Context: an optimization exercise on an open-source flow, tuned for small area. The choices shown serve that exercise and are no tape-out recipe.
Only simulation tests tie the RTL to the original design; equivalence was not proved.
No activity file was given, so power comes from the tool's default toggle rates.

==> inputs of v34 <==
// tr1_demod
module tr1_demod (
    input  wire               clk,
    input  wire               rst,         
    input  wire               start,       
    input  wire [1:0]         car,         
    input  wire [1:0]         lc,          
    input  wire               in_valid,
    input  wire signed [11:0] in_sample,
    input  wire               finish,      
    output wire               lv_valid,
    output wire [1:0]         lv_count,    
    output reg  [5:0]         lv_data,     
    output wire               done,
    output wire [7:0]         status       
);
    localparam [1:0] CAR_ASK = 2'd0, CAR_FSK = 2'd1, CAR_QAM = 2'd2;
    localparam [1:0] LC_NRZ = 2'd0, LC_MAN = 2'd1, LC_AMI = 2'd2;
    localparam [1:0] LV_ZERO = 2'b00, LV_POS = 2'b01, LV_NEG = 2'b11;
    reg       active;
    reg [1:0] cur_car;
    reg [1:0] cur_lc;
    reg       cfg_err;
    reg       sig_err;
    reg       fin_pending;
    reg       pol_neg;           
    reg [3:0] lo;
    reg       down;
    reg       half;
    reg       wh;
    wire take  = active & in_valid & ~cfg_err & ~sig_err;
    wire first = ~down & (lo == 4'd0) & ~half & ~wh;
    wire last  = down & (lo == 4'd1) & half & wh;
    wire [4:0] fidx = {half, lo};
    wire [59:0] from;
    assign from[0] = (fidx == 5'd20) | (fidx == 5'd26);
    assign from[1] = (fidx == 5'd1) | (fidx == 5'd3) | (fidx == 5'd17) | (fidx == 5'd21) | (fidx == 5'd27);
  ...
Settings: LEC_CHECK=0, CAP_MARGIN=10, CORE_MARGIN=2, CORE_UTILIZATION=40, CTS_BUF_LIST=sky130_fd_sc_hd__clkbuf_8, CTS_CLUSTER_DIAMETER=60, CTS_CLUSTER_SIZE=18, GPL_TIMING_DRIVEN=0, SLEW_MARGIN=10; clock period 16.0 ns.
standard.sh (not shown) runs the stock make flow with config.mk's settings and CLKGATE_MAP_FILE= SYNTH_SCRIPT=/design/flow/synth_recipe.tcl, a recipe that flattens the netlist after the stock synthesis.
==> flow/flow/run.sh <==
#!/bin/bash
# Layout flow:
#  1. the standard synthesis (standard.sh), unchanged;
#  2. flow/polarity.py: each full adder of the netlist is used as is or with
#     all pins complemented (a full adder is self-dual), to need the fewest
#     inverters next to full adders, half adders and flip-flops;
#  3. Yosys/ABC re-map the plain logic gates (flow/remap.abc, area mapping);
#     flip-flops, full and half adders and tie cells stay as they are, so
#     every register keeps its name and cell;
#  4. the standard layout from that netlist, with buf_1 port buffers and
#     a clock tree of clkbuf_8 without dummy loads.
# Each tool's output goes to a log file of its own in this folder.
set -euo pipefail
W=$(pwd)
R=$W/orfs/results/sky130hd/tr1_demod/base
LIB=$FLOW_HOME/platforms/sky130hd/lib/sky130_fd_sc_hd__tt_025C_1v80.lib
CTS="-sink_clustering_enable -repair_clock_nets -sink_clustering_size 10 -sink_clustering_max_diameter 40 -buf_list sky130_fd_sc_hd__clkbuf_4 -dont_use_dummy_load"
PORTS="-buffer_cell sky130_fd_sc_hd__buf_1"

bash standard.sh "$R/1_2_yosys.v" > synth.log 2>&1
cp "$R/1_2_yosys.v" "$R/1_2_yosys.std.v"

python3 flow/polarity.py "$R/1_2_yosys.std.v" "$R/1_2_yosys.pol.v" 20 --free-logic > polarity.log 2>&1

DU=$(sed 's/^/-dont_use /' flow/dont_use.txt | tr '\n' ' ')
printf 'set_driving_cell sky130_fd_sc_hd__buf_1\nset_load 5\n' > abc.constr
# functional models of the plain logic cells, for Yosys to flatten
cat > models.ys <<EOY
read_liberty -ignore_miss_func $LIB
delete sky130_fd_sc_hd__fa_* sky130_fd_sc_hd__ha_* sky130_fd_sc_hd__*df* sky130_fd_sc_hd__conb_1 sky130_fd_sc_hd__dl* sky130_fd_sc_hd__*lpflow* sky130_fd_sc_hd__e* sky130_fd_sc_hd__decap* sky130_fd_sc_hd__diode* sky130_fd_sc_hd__probe* sky130_fd_sc_hd__macro* sky130_fd_sc_hd__sdf* sky130_fd_sc_hd__fah* sky130_fd_sc_hd__maj3*
write_verilog -noattr $W/models.v
EOY
yosys -l models.log models.ys > /dev/null 2>&1

cat > remap.ys <<EOY
read_liberty -lib $LIB
read_verilog -overwrite $W/models.v
read_verilog $R/1_2_yosys.pol.v
hierarchy -check -top $FLOW_TOP
flatten -noscopeinfo
simplemap
opt -fast
opt_clean -purge
abc -script $W/flow/remap.abc -liberty $LIB $DU -constr $W/abc.constr -D $FLOW_PERIOD_NS
opt_clean -purge
setundef -zero
hilomap -singleton -hicell sky130_fd_sc_hd__conb_1 HI -locell sky130_fd_sc_hd__conb_1 LO
splitnets
opt_clean -purge
insbuf -buf sky130_fd_sc_hd__buf_4 A X
stat -liberty $LIB
write_verilog -noattr -nohex -nodec $R/1_2_yosys.remap.v
EOY
yosys -l remap.log remap.ys > /dev/null 2>&1

cp "$R/1_2_yosys.remap.v" "$R/1_2_yosys.v"
touch "$R/1_2_yosys.v"
bash standard.sh "CTS_ARGS=$CTS" "BUFFER_PORTS_ARGS=$PORTS" finish > layout.log 2>&1
Other scripts of this flow, unchanged in this note and not shown: flow/flow/dont_use.txt, flow/flow/polarity.py, flow/flow/remap.abc
==> v39: changes against v34 <==
--- a/flow/flow/run.sh
+++ b/flow/flow/run.sh
@@ -10,15 +10,15 @@
 #  4. the standard layout from that netlist, with buf_1 port buffers and
 #     a clock tree of clkbuf_8 without dummy loads.
 # Each tool's output goes to a log file of its own in this folder.
 set -euo pipefail
 W=$(pwd)
 R=$W/orfs/results/sky130hd/tr1_demod/base
 LIB=$FLOW_HOME/platforms/sky130hd/lib/sky130_fd_sc_hd__tt_025C_1v80.lib
-CTS="-sink_clustering_enable -repair_clock_nets -sink_clustering_size 10 -sink_clustering_max_diameter 40 -buf_list sky130_fd_sc_hd__clkbuf_4 -dont_use_dummy_load"
+CTS="-sink_clustering_enable -repair_clock_nets -sink_clustering_size 18 -sink_clustering_max_diameter 60 -buf_list sky130_fd_sc_hd__clkbuf_8 -dont_use_dummy_load"
 PORTS="-buffer_cell sky130_fd_sc_hd__buf_1"
 
 bash standard.sh "$R/1_2_yosys.v" > synth.log 2>&1
 cp "$R/1_2_yosys.v" "$R/1_2_yosys.std.v"
 
 python3 flow/polarity.py "$R/1_2_yosys.std.v" "$R/1_2_yosys.pol.v" 20 --free-logic > polarity.log 2>&1
 
==> v10: changes against v34 <==
--- a/flow/design.v
+++ b/flow/design.v
@@ -166,15 +166,15 @@
     reg        [53:0] xr;        
     reg signed [26:0] y1, y2;
     reg        [28:0] hacc;      
     reg               sticky;    
     reg               hbusy;
     reg        [5:0]  hstep;
     reg               dvalid;    
-    wire        [26:0] hterm = xr[0] ? (hstep[0] ? y2 : y1) : 27'd0;
+    wire        [26:0] hterm = xr[0] ? y1 : 27'd0;
     wire               hneg  = (hstep[5:1] == 5'd26);
     wire        [26:0] ht    = hterm ^ {27{hneg}};
     wire        [28:0] hsum;
     wire h_0 = hacc[0] ^ ht[0];
     wire h_1 = h_0 ^ hneg;
     wire h_2 = (hacc[0] & ht[0]) | (h_0 & hneg);
     wire h_3 = h_2 ^ hacc[1];
@@ -259,20 +259,19 @@
     wire h_82 = h_81 ^ ht[26];
     wire h_83 = (h_80 & hacc[27]) | (h_81 & ht[26]);
     wire h_84 = h_83 ^ hacc[28];
     wire h_85 = h_84 ^ ht[26];
     wire h_86 = (h_83 & hacc[28]) | (h_84 & ht[26]);
     assign hsum = {h_85, h_82, h_79, h_76, h_73, h_70, h_67, h_64, h_61, h_58, h_55, h_52, h_49, h_46, h_43, h_40, h_37, h_34, h_31, h_28, h_25, h_22, h_19, h_16, h_13, h_10, h_7, h_4, h_1};
     wire p_zero = (hacc == 29'd0) & ~sticky;
-    reg  a_bit;                  
     reg  c_s, c_d;               
     reg  nz_s, nz_d;             
     reg  sg_s, sg_d;             
-    wire s_bit = a_bit ^ xr[0] ^ c_s;
-    wire d_bit = a_bit ^ ~xr[0] ^ c_d;
+    wire s_bit = xr[0] ^ xr[1] ^ c_s;
+    wire d_bit = xr[0] ^ ~xr[1] ^ c_d;
     reg       dec_err;
     reg [1:0] dec_n;             
     reg [2:0] dec_p;             
     always @(*) begin
         dec_err = 1'b0;
         dec_n   = 2'd1;
         dec_p   = 3'b000;
@@ -337,24 +336,25 @@
                    sum3[8],  sum1[8],  sum3[7],  sum1[7],  sum3[6],  sum1[6],
                    sum3[5],  sum1[5],  sum3[4],  sum1[4],  sum3[3],  sum1[3],
                    sum3[2],  sum1[2],  sum3[1],  sum1[1],  sum3[0],  sum1[0]};
             y1 <= sum2;
             y2 <= sum4;
         end else begin
             xr <= xr >> 1;
+            y1 <= y2;
+            y2 <= y1;
         end
-        a_bit <= xr[0];
         if (take & last) begin
             c_s  <= 1'b0;
             c_d  <= 1'b1;
             nz_s <= 1'b0;
             nz_d <= 1'b0;
-        end else if (hstep[0]) begin
-            c_s  <= (a_bit & xr[0]) | (a_bit & c_s) | (xr[0] & c_s);
-            c_d  <= (a_bit & ~xr[0]) | (a_bit & c_d) | (~xr[0] & c_d);
+        end else if (hbusy & ~hstep[0]) begin
+            c_s  <= (xr[0] & xr[1]) | (xr[0] & c_s) | (xr[1] & c_s);
+            c_d  <= (xr[0] & ~xr[1]) | (xr[0] & c_d) | (~xr[1] & c_d);
             nz_s <= nz_s | s_bit;
             nz_d <= nz_d | d_bit;
             sg_s <= s_bit;
             sg_d <= d_bit;
         end
         if (take & last) begin
             hacc   <= 29'd0;
- SLEW_MARGIN: 10 -> 0
==> qor summary <==
Worst-case setup slack after placement: v39 -0.171 ns; v10 -1.41 ns; v34 -0.171 ns
Die width: v39 237 microns; v10 237 microns; v34 237 microns
Area of the core: v39 53800 sq um; v10 53700 sq um; v34 53800 sq um
Combined area of the multi-input logic cells: v39 15200 sq um; v10 15500 sq um; v34 15200 sq um
Pint: v39 1490 uW; v10 1440 uW; v34 1470 uW
Outcome: v39 timing/DRC/antenna clean; v10 timing/DRC/antenna clean; v34 timing/DRC/antenna clean
Num CTS Buffers: v39 31; v10 54; v34 53
Clock buffer count: v39 31; v10 54; v34 53
Met1 track utilization from global routing: v39 0.339; v10 0.369; v34 0.337
Smallest hold slack: v39 0.420 ns; v10 0.383 ns; v34 0.399 ns
Worst IR Drop VDD: v39 0.0878 mV; v10 0.0692 mV; v34 0.0680 mV
Design Power: v39 2360 uW; v10 2350 uW; v34 2340 uW
Antenna Cells: v39 0; v10 1; v34 1
Final weighted congestion of routability-driven global placement: v39 0.992; v10 0.968; v34 0.992
Global-route total usage across every layer: v39 0.249; v10 0.267; v34 0.251
Clock skew: v39 0.0810 ns; v10 0.189 ns; v34 0.123 ns
Sequential Area: v39 6310 sq um; v10 5750 sq um; v34 6310 sq um
Share of total power consumed by net switching: v39 0.369; v10 0.388; v34 0.372
Average via count per standard cell: v39 5.89; v10 5.91; v34 5.87
Data required, critical path: v39 16.53 ns; v10 16.68 ns; v34 16.64 ns
Wire length of the first global-routing pass: v39 110 mm; v10 115 mm; v34 110 mm
Met3 wire length: v39 4.41 mm; v10 6.05 mm; v34 4.25 mm
# clock sinks: v39 277; v10 276; v34 277

port drivers added, routing unchanged:
Ports are ideal in the flow. The routed layouts listed here were re-timed in OpenROAD.
Step 1 (the two cells are an assumption about what drives the block):
set clk [get_ports {clk}]
set_driving_cell -lib_cell sky130_fd_sc_hd__clkbuf_16 $clk
set_driving_cell -lib_cell sky130_fd_sc_hd__buf_2 [delete_from_list [all_inputs] $clk]
Step 2, shift: input delay + t, output delay - t, t = (earliest + latest rising clock arrival at the registers) / 2. This alone moves slack from input paths to output paths.
Slacks: ideal / step 1 / step 2; pairs: ideal / step 1.
| run | shift t [ns] | slack for setup (ns) | hold WS [ns] | clock arrival spread, ns |
|---|---|---|---|---|
| v34 | 0.815 | 0.663 / 0.696 / -0.119 | 0.399 / 0.399 / 0.399 | 0.138 / 0.138 |
| v39 | 0.707 | 0.561 / 0.597 / -0.109 | 0.420 / 0.420 / 0.420 | 0.081 / 0.081 |
| v10 | 0.822 | 0.380 / 0.406 / -0.416 | 0.383 / 0.383 / 0.383 | 0.193 / 0.192 |
With both steps, setup timing fails in every run listed, where it was met with ideal ports. The setup slack of v10, which loses most, moves by +0.026 ns with the drivers and by -0.796 ns with both steps.
